What follows belongs to an exercise in optimizing a design on an open flow for small area, a short achievable clock period and few clock cycles; a production flow would make more cautious choices. RTL that was checked went through simulation tests only; none was proved equivalent to the original. For run 2, only the layout was checked, not whether the RTL still works. Power and IR drop assume default switching activity.

==> flow/design.v (outline; a module is shown in full before it is edited, if it fits) <==
// module ssev_engine: 2229 lines
// module ssev_add23: 7 lines
// module ssev_sub: 7 lines
// module ssev_fa: 10 lines
// module ssev_ha: 9 lines
module ssev_engine (
    input  wire         clk,
    input  wire         rst,
    input  wire         cmd_valid,
    output wire         cmd_ready,
    input  wire [31:0]  cmd_word,
    input  wire [15:0]  cmd_width,
    input  wire [15:0]  cmd_height,
    input  wire         px_valid,
    output wire         px_ready,
    input  wire [127:0] px_src,
    input  wire [127:0] px_ref,
    output wire         res_valid,
    input  wire         res_ready,
    output wire [63:0]  res_sse,
    output wire [31:0]  res_sum,
    output wire [31:0]  res_var,
    output wire         res_err,
    output wire [2:0]   res_code
);
  // ...
==> flow/flow/run.sh <==
#!/bin/bash
set -e
export BUFFER_PORTS_ARGS="-buffer_cell sky130_fd_sc_hd__buf_1"
export SETUP_SLACK_MARGIN=21
export CTS_ARGS="-sink_clustering_enable -repair_clock_nets -dont_use_dummy_load -sink_clustering_size 24 -sink_clustering_max_diameter 60"
bash standard.sh > standard.log 2>&1
==> flow/standard.sh <==
#!/bin/bash
# synth_recipe.tcl (not shown) runs the flow's synth.tcl, then flattens the netlist and writes it again
# the make line also repeats each setting of config.mk as NAME=value (left out here)
make -C /OpenROAD-flow-scripts/flow DESIGN_CONFIG=/design/flow/config.mk WORK_HOME=/design/flow/orfs CLKGATE_MAP_FILE= SYNTH_SCRIPT=/design/flow/synth_recipe.tcl "${@:-finish}"
==> flow/config.mk <==
export PLATFORM = sky130hd
export DESIGN_NAME = ssev_engine
export DESIGN_NICKNAME = ssev_engine
export VERILOG_FILES = /design/flow/design.v
export SDC_FILE = /design/flow/constraint.sdc
export NUM_CORES = 4
export LEC_CHECK = 0
export CAP_MARGIN = 20
export CORE_MARGIN = 2
export CORE_UTILIZATION = 55
export SLEW_MARGIN = 20
export SYNTH_HIERARCHICAL = 1
export SYNTH_MINIMUM_KEEP_SIZE = 0
==> flow/constraint.sdc <==
create_clock -name core_clock -period 28.0 [get_ports {clk}]
set_input_delay 5.6000 -clock core_clock [delete_from_list [all_inputs] [get_ports {clk}]]
set_output_delay 5.6000 -clock core_clock [all_outputs]
set_load 0.01 [all_outputs]
==> notes.md, run 1 <==
Fraction of registers with async set or reset after synthesis -> 0%
Total wire length -> 153000 um
Most common cell after layout, fill and taps aside -> fa_1
Register area share after synthesis -> 22.4%
Signal buffers -> 463
Die area -> 99000 um2
Post-synth top cells -> fa_1, and2_1, inv_1, ha_1, dfxtp_1
CP Data Arrival Time -> 1.39 ns
Placed instance area -> 55800 um2
Placer Congestion -> 0.979
Clock Power -> 618 uW
RR Endpoint -> acc1[11]$_DFF_P_
Status -> no timing/DRC/antenna violations
Nets -> 7015
Register bit total from synthesis -> 516
Peak supply drop -> 0.0000596 V
M1 wire length -> 64300 um
Met3 GRT Util -> 5.93%
Worst Hold Class -> flop to flop
P_leak -> 0.0256 uW
Final hold viol count -> 0
Fin area -> 57200 um2
Share of layout cells above drive strength 1 -> 2.89%
Combinational share of power -> 54.8%
Crit-path max cell delay -> 0.42 ns
Fmax -> 143 MHz
CTS H-tree lvls -> 2
DP HPWL -> 127000 um
Worst EP required -> 22.40 ns
Testbench counts, summed over its fixed seeds: cycles 46,547.
==> inputs of run 2 (changes only) <==
--- a/flow/design.v
+++ b/flow/design.v
@@ -2126,18 +2126,21 @@
     wire        mul_ph   = (r_step < 5'd12);
     wire        fin_last = (r_step == 5'd13 + {2'd0, r_e[3:1]} + {4'd0, r_e[0]});
     wire [2:0]  b_win    = {r_pl[1:0], r_q};
     wire        b_one    = mul_ph & (b_win[0] ^ b_win[1]);
     wire        b_two    = mul_ph & ((b_win == 3'b011) | (b_win == 3'b100));
     wire        b_neg    = mul_ph & b_win[2] & ~(b_win[1] & b_win[0]);
     wire [25:0] m_ext    = {{3{r_sum[22]}}, r_sum};
     wire [25:0] b_mag    = b_two ? {m_ext[24:0], 1'b0} : (b_one ? m_ext : 26'd0);
-    wire [25:0] ph_sum   = {{2{r_ph[23]}}, r_ph} + (b_mag ^ {26{b_neg}}) + {25'd0, b_neg};
-    wire [31:0] fin_var  = r_sse[31:0] - {r_ph[9:0], r_pl[23:2]};
+    wire [31:0] alu_a    = fin_last ? r_sse[31:0] : {{8{r_ph[23]}}, r_ph};
+    wire [31:0] alu_b    = fin_last ? ~{r_ph[9:0], r_pl[23:2]} : {{6{b_mag[25] ^ b_neg}}, b_mag ^ {26{b_neg}}};
+    wire [31:0] alu      = alu_a + alu_b + {31'd0, fin_last | b_neg};
+    wire [25:0] ph_sum   = alu[25:0];
+    wire [31:0] fin_var  = alu;
     wire       c_v_n      = act_v & ~c_done;
     wire       act_v_n    = sw_n | c_v_n;
     wire       act_first_n = sw_n | (act_first & ~emit);
     wire [1:0] act_code_n = (sw | sw_n) ? p_code : c_code;
     wire       acc_done_n = (a_v & a_last) | (acc_done & ~hand);
     wire       r_idle_n   = ~hand & (r_idle | (r_out & res_ready));
     wire       safe_n     = ~act_first_n | (~acc_done_n & (r_idle_n | ~c_done));
     wire       p_v_n      = ~sw & (p_v | cmd_valid);
==> flow/flow/run.sh (replaced) <==
#!/bin/bash
set -e
export BUFFER_PORTS_ARGS="-buffer_cell sky130_fd_sc_hd__buf_1"
export SETUP_SLACK_MARGIN=21
export CTS_ARGS="-sink_clustering_enable -repair_clock_nets -dont_use_dummy_load -sink_clustering_size 32 -sink_clustering_max_diameter 90"
bash standard.sh > standard.log 2>&1
==> run 2 against run 1 <==
Against the previous run:
- non-clock buffer count grew 13
- clock power shrank 29%
- core utilization shrank 0.90 points
- count of clock-buffer cells in the layout shrank 24
- critical path depth is the same
- final cell count shrank 0.65%
- critical endpoint is now res_sum[26]
- area after synthesis shrank 1.2%
- synthesized cell count shrank 0.35%
- still clean
- sequential share of layout area grew 0.45 points
- first-iteration DRC count shrank 4.7%
- power shrank 5.7%
==> notes.md, run 2 <==
Tcrit/Tclk final -> 25.0% (about the same)
Largest regs -> acc0: 48 flops, r_sse: 48 flops, acc1: 47 flops (unchanged)
DRC violations left -> 0 (unchanged)
Most frequent cell after synthesis -> fa_1 (unchanged)
# IOs -> 460 (unchanged)
Register area share after synthesis -> 22.7% (was 22.4%)
Slew Viols, Final -> 0 (unchanged)
Slew margin rel. -> 41.4% (was 31.2%)
Worst Hold Class -> flop to flop (unchanged)
Share of layout cells above drive strength 1 -> 2.89% (about the same)
Post-synth top cells -> fa_1, and2_1, nand2_1, inv_1, dfxtp_1 (was fa_1, and2_1, inv_1, ha_1, dfxtp_1)
Via count -> 38300 (was 38800)
Tot GR Track Use -> 31.7% (was 30.9%)
WL/cell -> 23.2 um (was 22.7 um)
Post-DRT Antenna Nets -> 0 (unchanged)
Die height -> 313 um (was 315 um)
Cts bufs inserted -> 30 (was 54)
Clk_skew -> 0.0946 ns (was 0.107 ns)
Setup TNS -> 0 ns (unchanged)
Dominant cells by area after synthesis -> fa_1, dfxtp_1, edfxtp_1 (unchanged)
First-pass GRT wire length -> 234000 um (was 231000 um)
Die X -> 313 um (was 315 um)
Startpoint types -> flop (unchanged)
Total wire length -> 155000 um (was 153000 um)
Core footprint -> 94700 um2 (was 95300 um2)
Post-route minimum period -> 7.01 ns (was 6.99 ns)
Fmax -> 143 MHz (about the same)
CP Data Arrival Time -> 1.41 ns (was 1.39 ns)
Most common cell after layout, fill and taps aside -> fa_1 (unchanged)
Placer Congestion -> 0.987 (was 0.979)
P_leak -> 0.0252 uW (was 0.0256 uW)
Fin cells -> 6691 (was 6735)
Fin util -> 59.1% (was 60.0%)
Warnings from Yosys -> 7 (unchanged)
Crit Path Class -> flop to output port (unchanged)
Status -> no timing/DRC/antenna violations (unchanged)
Crit end category -> output port (unchanged)
Global route overflow -> 0 (unchanged)
Most frequent cells in the layout -> fa_1, and2_1, buf_1 (unchanged)
CTS tree -> built (unchanged)
Library cells used by synthesis -> 98 (was 99)
DP HPWL -> 128000 um (was 127000 um)
Rows -> 113 (unchanged)
Int Pwr -> 2050 uW (was 2220 uW)
Max Root-Sink Buffers -> 3 (unchanged)
Final hold viol count -> 0 (unchanged)
Mapped Cells -> 5062 (was 5080)
Fin Hold WS -> 0.423 ns (was 0.357 ns)
Hold_sp -> acc_e[3]$_DFFE_PP_ (was c_var$_DFFE_PP_)
Fraction of registers with async set or reset after synthesis -> 0% (unchanged)
Number of max-cap violations -> 0 (unchanged)
Clk slew on worst S/H paths -> 0.10 ns (was 0.06 ns)
Antenna diode count -> 0 (was 2)
Layout area overhead -> 6.91% (was 7.86%)
Switching pwr -> 1500 uW (was 1550 uW)
Clock root cell -> clkbuf_16 (unchanged)
R2R setup slack -> 21.74 ns (about the same)
WHS Path Cells -> 0 (unchanged)
Sw frac -> 42.3% (was 41.1%)
Register share of total power -> 30.4% (was 28.8%)
Register bit total from synthesis -> 516 (unchanged)
CP endpoint -> res_sum[26] (was res_sum[28])
Reg-to-reg startpoint -> a_d0[2]$_DFF_P_ (was a_d5[5]$_DFF_P_)
Top-area cell type share of the netlist area -> 32.7% (was 32.3%)
Critical Path Fanout Max -> 10 (was 11)
IO buf count -> 441 (unchanged)
DR iter-0 viols -> 2860 (was 3002)
Most used flip-flop cell after synthesis -> dfxtp_1 (unchanged)
Mapped cell area -> 52400 um2 (was 53000 um2)
Least-Margin Pin Slew -> 0.878 ns (was 1.03 ns)
Setup violators final -> 0 (unchanged)
Fillcell total -> 8379 (was 8400)
Worst EP required -> 22.40 ns (about the same)
Reg2reg path depth -> 11 (unchanged)
RR Endpoint -> acc1[10]$_DFF_P_ (was acc1[11]$_DFF_P_)
Placed insts -> 6658 (was 6677)
Starting Density -> 55.3% (was 55.7%)
First drt pass iteration count -> 7 (unchanged)
EDFF count, synth -> 156 (unchanged)
Clock latency on the worst-skew pair -> 0.67 ns (was 0.69 ns)
Vias in the first global route -> 38800 (was 39400)
Die area -> 97800 um2 (was 99000 um2)
Fin area -> 56000 um2 (was 57200 um2)
Peak supply drop -> 0.0000609 V (was 0.0000596 V)
Placed instance area -> 55200 um2 (was 55800 um2)
Syn_area_per_cell -> 10.4 um2 (about the same)
Initial antenna violation count -> 1 (was 2)
PD cells -> 63.4 nW/um2 (was 65.8 nW/um2)
Synth area leader -> fa_1 (unchanged)
Combinational share of power -> 57.1% (was 54.8%)
Worst Setup SP -> r_sum[22]$_SDFFCE_PN0P_ (unchanged)
CTS H-tree lvls -> 1 (was 2)
Clk pwr share -> 12.4% (was 16.4%)
Pin count of the biggest net entering global routing -> 75 (was 78)
RSZ-0062 raised after global routing -> true (unchanged)
Nets -> 6948 (was 7015)
DR vias/cell -> 5.72 (was 5.77)
Clock Sinks -> 516 (unchanged)
run 2: cell count changes after synthesis, moves of 25 or more:
cell and delta:
nand2_1 +104, nor2b_1 -40, a21oi_1 +37, inv_1 -30, and2_1 +29, ha_1 -25
run 2: stage by stage:
stage / power [uW] / worst slack [ns]
final: 3550 / 20.99
after floorplan: 2570 / 21.02
after global placement: 3080 / 19.76
after detailed placement: 3110 / 19.68
after CTS: 3560 / 20.97
after global routing: 3870 / 20.95
run 2: kinds of logic (layout without fill, tap and decap cells):
kind of cell / after synthesis / after routing / share of synthesized area (%)
flip-flops: 516 / 516 / 22.7
adder cells (fa/ha/maj): 1195 / 1195 / 40.8
AO/OA/AOI/OAI: 746 / 746 / 9.22
other: 1 / 18 / 0.00716
buffers and inverters: 546 / 893 / 4.22
XOR/XNOR: 200 / 200 / 3.34
multiplexers: 67 / 67 / 1.33
AND/OR/NAND/NOR: 1791 / 1791 / 18.4
run 2: per-module statistics from Yosys, one instance, submodules excluded:
| module | area (um2) | times used | cells | flops+latches |
|---|---|---|---|---|
| ssev_fa | 20.0 | 833 | 1 | 0 |
| ssev_add23 | 1250 | 1 | 171 | 0 |
| ssev_engine | 27900 | 1 | 3151 | 516 |
| ssev_ha | 12.5 | 59 | 1 | 0 |
| ssev_sub | 368 | 16 | 53 | 0 |
run 2: routing by layer:
metal / vias to the layer above / part of all wire (%) / track usage, %
li1: 17500 / - / -
met3: 253 / 8.1 / 6.73
met4: 0 / 3.5 / 9.35
met1: 19100 / 42 / 43.5
met2: 1395 / 46 / 50.9
met5: - / 0 / 0
run 2: what timing repair did:
action	CTS	global route
buffers inserted	2	1
setup endpoints to repair	93	58
gates resized for setup	8	2
hold buffers	0	0
run 2: final cells by class:
type                       instances  area, um2  area share (%)
timing repair buffer             476       1930            3.45
clock buffer                      30        751            1.34
sequential                       516      11900            21.2
tap                             1265       1580            2.83
multi-input combinational       4017      38400            68.5
inverter                         387       1460            2.60
run 2: critical path, cell delays in order, from the launching register on:
cell and delay [ns]:
edfxtp_1 0.45, buf_12 0.17, buf_1 0.12
run 2: worst min path at each step:
stage                               to
floorplan           acc_e[0]$_DFFE_PP_
global placement      r_e[1]$_DFFE_PP_
detailed placement    r_e[1]$_DFFE_PP_
CTS                   r_e[3]$_DFFE_PP_
global route          r_e[2]$_DFFE_PP_
finish                r_e[3]$_DFFE_PP_
run 2: power groups by stage:
stage,Sequential [uW],Combinational (uW),Clock [uW]
2_1_floorplan,1050,1530,0
3_3_place_gp,1100,1990,0
3_5_place_dp,1100,2020,0
4_1_cts,1080,2030,452
5_1_grt,1100,2290,477
6_report,1080,2030,441

[what the ideal ports hide]
In the flow no input, the clock included, has a driving cell. The finished layouts below were timed again as built, in two steps.
Step 1 (the two cells are an assumption about what drives the block):
set clk [get_ports {clk}]
set_driving_cell -lib_cell sky130_fd_sc_hd__clkbuf_16 $clk
set_driving_cell -lib_cell sky130_fd_sc_hd__buf_2 [delete_from_list [all_inputs] $clk]
Step 2 times the ports against the registers' clock, not the clock port: input delays grow and output delays shrink by t, the midpoint of the rising clock arrivals with the driver on.
Three values: no drivers, after step 1, after step 2; two values: the first two.
run	t (ns)	setup WS [ns]	hold WS [ns]	cell pins on the clock port's net
run 1	0.706	21.009 / 20.935 / 20.482	0.357 / 0.357 / 0.357	1
run 2	0.698	20.993 / 20.923 / 20.645	0.423 / 0.423 / 0.423	1
After both steps every run listed still meets setup and hold. For run 1, which loses most, drivers alone change the setup slack by -0.074 ns; drivers and shift together by -0.527 ns.
